Source: an optimization exercise on an open RTL-to-GDS flow (aim: small area). Production flows keep margins and buffers that such runs may drop. Only simulation tests tie the RTL to the original design; equivalence was not proved. The clock port is modelled as an ideal driver; clocking choices that lean on that would not hold on a real chip. No activity file was given, so power comes from the tool's default toggle rates.

== north ==
// graphene_core
module graphene_core (
    input  wire        clk,
    input  wire        rst,           
    input  wire        rx_valid,
    input  wire [7:0]  rx_data,
    output wire        rx_ready,
    output wire        tx_valid,
    output wire [7:0]  tx_data,
    input  wire        tx_ready,
    output wire        dir,           
    input  wire        sense_in,
    output reg         sense_out,
    output wire        dev_reset,
    output wire        ev_valid,
    output wire [1:0]  ev_kind,       
    output wire [7:0]  ev_time,
    output wire [7:0]  ev_channel,
    output wire [7:0]  ev_id,
    output wire [7:0]  ev_value,
    input  wire        ev_ready,
    input  wire        ans_handled,
    input  wire        ans_reply,
    input  wire [2:0]  ans_len,
    input  wire [31:0] ans_data
);
    localparam [3:0] S_IDLE = 4'b0000,
                     S_DEST = 4'b0001,
                     S_LEN  = 4'b0010,
                     S_CMD  = 4'b0011,
                     S_BN   = 4'b1000,
                     S_EXEC = 4'b1001,
                     S_THDR = 4'b1101,
                     S_TLS  = 4'b1110,
                     S_TB   = 4'b1111;
    localparam [1:0] G_ERR = 2'd0, G_F = 2'd1, G_1 = 2'd2, G_7 = 2'd3;
    function [7:0] add8;
        input [7:0] a;
        input [7:0] b;
        input       ci;
        integer k;
  ...
Settings: LEC_CHECK=0, CAP_MARGIN=10, CORE_MARGIN=2, CORE_UTILIZATION=75, GPL_TIMING_DRIVEN=0, SLEW_MARGIN=10; clock period 8.0 ns.
standard.sh (not shown) runs the stock make flow with config.mk's settings and CLKGATE_MAP_FILE= SYNTH_SCRIPT=/design/flow/synth_recipe.tcl, a recipe that flattens the netlist after the stock synthesis.
==> flow/flow/run.sh <==
#!/bin/bash
# Own layout flow: the standard synthesis, an area re-mapping of its
# combinational logic (registers untouched), then the standard ORFS steps
# with small port buffers and a small clock tree.
set -euo pipefail
W="$(cd "$(dirname "${BASH_SOURCE[0]}")/.." && pwd)"
cd "$W"
R="$W/orfs/results/$FLOW_PLATFORM/graphene_core/base"
LIB="$FLOW_HOME/platforms/$FLOW_PLATFORM/lib/sky130_fd_sc_hd__tt_025C_1v80.lib"

bash standard.sh synth > "$W/log_synth_std.txt" 2>&1
cp "$R/1_2_yosys.v" "$W/std_synth.v"

SEQ=$(grep -oE 'sky130_fd_sc_hd__(df|edf|sdf|sedf|dl)[a-z0-9_]*' "$W/std_synth.v" | sort -u | tr '\n' ' ')
DU=""
for c in $(make -s -C "$FLOW_HOME" DESIGN_CONFIG="$W/config.mk" WORK_HOME="$W/orfs" print-DONT_USE_CELLS 2>/dev/null | sed 's/^DONT_USE_CELLS: *//'); do
  DU="$DU -dont_use $c"
done

cands="p1 q3 q4 q10"
for s in $cands; do
  ( REMAP_LIB="$LIB" REMAP_SEQ="$SEQ" REMAP_IN="$W/std_synth.v" REMAP_TOP="$FLOW_TOP" \
    REMAP_ABC="$W/flow/abc_$s.script" REMAP_DONT_USE="$DU" REMAP_OUT="$W/remap_$s.v" \
    timeout 1200 yosys -c "$W/flow/remap.tcl" > "$W/log_remap_$s.txt" 2>&1 || true ) &
done
wait

best=""
best_area=""
for s in $cands; do
  out="$W/remap_$s.v"
  [[ -f "$out.stat" && -f "$out" ]] || { echo "remap $s failed"; continue; }
  area=$(grep -oE "Chip area for module .*: [0-9.]+" "$out.stat" | awk '{print $NF}')
  echo "remap $s: $area"
  if [[ -n "$area" ]] && { [[ -z "$best_area" ]] || awk "BEGIN{exit !($area < $best_area)}"; }; then
    best="$out"; best_area="$area"
  fi
done
std_area=$(grep -oE "Chip area for module .*: [0-9.]+" "$W/orfs/reports/$FLOW_PLATFORM/graphene_core/base/synth_stat.txt" | awk '{print $NF}')
echo "standard synthesis: $std_area, best remap: $best_area ($best)"
if [[ -n "$best" ]] && awk "BEGIN{exit !($best_area < $std_area)}"; then
  cp "$best" "$R/1_2_yosys.v"
  rm -f "$R/1_synth.odb" "$R/1_synth.sdc"
  bash standard.sh synth > "$W/log_synth_odb.txt" 2>&1
fi

bash standard.sh \
  BUFFER_PORTS_ARGS="-buffer_cell sky130_fd_sc_hd__buf_1" \
  POST_CTS_TCL="$W/flow/post_cts.tcl" \
  CTS_ARGS="-sink_clustering_enable -repair_clock_nets -dont_use_dummy_load -root_buf sky130_fd_sc_hd__clkbuf_8 -buf_list sky130_fd_sc_hd__clkbuf_8" \
  finish > "$W/log_finish.txt" 2>&1
==> flow/flow/abc_p1.script <==
strash
&get -n
&deepsyn -I 4 -T 60 -S 3
&put
strash
dch -f
amap
topo
==> flow/flow/abc_q10.script <==
strash
&get -n
&deepsyn -I 4 -T 60 -S 3
&put
strash
dch -f
amap
strash
&get -n
&deepsyn -I 2 -T 60 -S 7
&put
strash
dch -f
amap
strash
&get -n
&deepsyn -I 2 -T 60 -S 1
&put
strash
dch -f
amap
topo
==> flow/flow/abc_q3.script <==
strash
&get -n
&synch2
&deepsyn -I 4 -T 60 -S 3
&put
strash
dch -f
amap
topo
==> flow/flow/abc_q4.script <==
strash
&get -n
&deepsyn -I 4 -T 60 -S 3
&put
strash
dch -f
amap
strash
&get -n
&deepsyn -I 2 -T 60 -S 7
&put
strash
dch -f
amap
topo
==> flow/flow/post_cts.tcl <==
proc my_worst_clk_slew {} {
  set worst 0
  foreach p [get_pins -hierarchical */CLK] {
    foreach rf {rise fall} {
      set s [get_property $p slew_max_$rf]
      if {$s > $worst} { set worst $s }
    }
  }
  return $worst
}
set my_lim 0.105
estimate_parasitics -placement
puts "clock slew before downsizing: [my_worst_clk_slew]"
foreach my_small {sky130_fd_sc_hd__clkbuf_4 sky130_fd_sc_hd__clkbuf_2} {
  foreach inst [get_cells *] {
    set ref [get_property $inst ref_name]
    if {![string match sky130_fd_sc_hd__clkbuf_* $ref]} continue
    if {$ref eq $my_small} continue
    if {[regexp {clkbuf_(\d+)$} $ref -> a] && [regexp {clkbuf_(\d+)$} $my_small -> b] && $b > $a} continue
    set name [get_name $inst]
    replace_cell $inst $my_small
    estimate_parasitics -placement
    if {[my_worst_clk_slew] > $my_lim} {
      replace_cell [get_cells $name] $ref
      estimate_parasitics -placement
    } else {
      puts "clock buffer $name: $ref -> $my_small"
    }
  }
}
puts "clock slew after downsizing: [my_worst_clk_slew]"
Other scripts of this flow, unchanged in this note and not shown: flow/flow/remap.tcl
north did not finish; the tool stopped in global placement with error GPL-0301.
Edits applied to the flow inputs when going from north to south:
# north
export LEC_CHECK = 0
export CAP_MARGIN = 10
export CORE_MARGIN = 2
export CORE_UTILIZATION = 75
export GPL_TIMING_DRIVEN = 0
export SLEW_MARGIN = 10
create_clock -name core_clock -period 8.0 [get_ports {clk}]
# south
export LEC_CHECK = 0
export CAP_MARGIN = 10
export CORE_MARGIN = 2
export CORE_UTILIZATION = 65
export GPL_TIMING_DRIVEN = 0
export SLEW_MARGIN = 10
create_clock -name core_clock -period 8.0 [get_ports {clk}]
--- a/flow/flow/run.sh
+++ b/flow/flow/run.sh
@@ -20 +20 @@
-cands="p1 q3 q4 q10"
+cands="p1 q3 q4 q6"
==> flow/flow/abc_q6.script (new file) <==
strash
&get -n
&syn2
&deepsyn -I 4 -T 60 -S 3
&put
strash
dch -f
amap
topo
removed: flow/flow/abc_q10.script
[summary]
- south finished every step from synthesis to the final layout, and the layout passed the timing, design-rule and antenna checks.
- The number of cell rows number comes out lower for north vs south.
- Against north, south reports a die boundary height that is higher.
- Cmp south vs north: initial cell density of the core lower in south
diff inputs: south => east
--- a/flow/flow/run.sh
+++ b/flow/flow/run.sh
@@ -20 +20 @@
-cands="p1 q3 q4 q6"
+cands="p1 p2 p3 p4"
==> flow/flow/abc_p2.script (new file) <==
strash
&get -n
&deepsyn -I 4 -T 180 -S 3
&put
strash
dch -f
amap
topo
==> flow/flow/abc_p3.script (new file) <==
strash
&get -n
&deepsyn -I 3 -T 120 -S 3
&put
strash
&get -n
&deepsyn -I 3 -T 120 -S 5
&put
strash
dch -f
amap
topo
==> flow/flow/abc_p4.script (new file) <==
strash
&get -n
&deepsyn -I 4 -T 180 -S 3
&put
strash
&get -n
&dch -f
&nf -R 1000
&put
topo
--- a/flow/flow/post_cts.tcl
+++ b/flow/flow/post_cts.tcl
@@ -11 +11 @@
-set my_lim 0.105
+set my_lim 0.112
removed: flow/flow/abc_q3.script
removed: flow/flow/abc_q4.script
removed: flow/flow/abc_q6.script
Notes after the runs:
- Looking at data arrival at the endpoint of the critical path, east sits 0.27 ns above south.
- Number of cells on the critical path came out higher on east than on south.
- In the reports for east and south, the larger tightest slew margin relative to the limit belongs to south.
- Actual slew at the worst max-slew pin up 0.024 ns in east wrt south
- There was hardly any difference in initial cell density of the core between south and east.
- Most common cell after layout, fill and taps aside = sky130_fd_sc_hd__clkinv_1: east; most common cell after layout, fill and taps aside = sky130_fd_sc_hd__nor2_1: south
- Comparing south with east, the relative area change from synthesis to final layout came out essentially unchanged.
- On fraction of standard cell area in multi-input logic, east and south are neck and neck.
- Changes observed in east relative to south: setup slack moved down; fraction of area in registers went down; portion of total power attributed to combinational logic -2.3 points.
What west does differently from east at the input level:
# east
export LEC_CHECK = 0
export CAP_MARGIN = 10
export CORE_MARGIN = 2
export CORE_UTILIZATION = 65
export GPL_TIMING_DRIVEN = 0
export SLEW_MARGIN = 10
create_clock -name core_clock -period 8.0 [get_ports {clk}]
# west
export LEC_CHECK = 0
export CAP_MARGIN = 10
export CORE_MARGIN = 2
export CORE_UTILIZATION = 70
export GPL_TIMING_DRIVEN = 0
export SLEW_MARGIN = 10
create_clock -name core_clock -period 8.0 [get_ports {clk}]
--- a/flow/flow/run.sh
+++ b/flow/flow/run.sh
@@ -20 +20 @@
-cands="p1 p2 p3 p4"
+cands="q3 q4"
==> flow/flow/abc_q3.script (new file) <==
strash
&get -n
&synch2
&deepsyn -I 4 -T 60 -S 3
&put
strash
dch -f
amap
topo
==> flow/flow/abc_q4.script (new file) <==
strash
&get -n
&deepsyn -I 4 -T 60 -S 3
&put
strash
dch -f
amap
strash
&get -n
&deepsyn -I 2 -T 60 -S 7
&put
strash
dch -f
amap
topo
--- a/flow/flow/post_cts.tcl
+++ b/flow/flow/post_cts.tcl
@@ -11 +11 @@
-set my_lim 0.112
+set my_lim 0.105
removed: flow/flow/abc_p1.script
removed: flow/flow/abc_p2.script
removed: flow/flow/abc_p3.script
removed: flow/flow/abc_p4.script
Results
Diff east -> west: post-route worst hold slack saw an increase, final instance area decreased 0.70%.
Largest fanout on the critical path is higher on west
Between west and east, the ratio of final minimum period to clock period is lower for west.
west falls short of east in headroom to the max-slew limit.
Between east and west, the flow reports number of core rows decreasing by a few percent.
east leaves less setup margin than west.
Between west and east, register fraction of the total cell area is higher for west, east comes in under that.

==> separate check: timing with driven ports <==
How much do the figures lean on ideal ports? The routed layouts below were timed once more, with nothing changed but the port constraints.
Step 1 assumes that a clkbuf_16 drives the clock port and a buf_2 every other input.
Step 2 also shifts input and output timing later by t, the mid clock arrival at the registers, as if the neighbouring blocks saw the same clock.
Three values: no drivers, after step 1, after step 2; two values: the first two.
run	shift t [ns]	setup slack, ns	worst setup path after step 2	worst slew at a driven data input, ns
south	0.438	1.939 / 1.939 / 1.939	register to register	0.05
east	0.528	1.719 / 1.719 / 1.682	input to register	0.05
west	0.533	1.767 / 1.738 / 1.803	register to register	0.05
After both steps setup and hold are still met in every run listed. For east, which loses most, drivers alone change the setup slack by 0.000 ns; drivers and shift together by -0.037 ns.
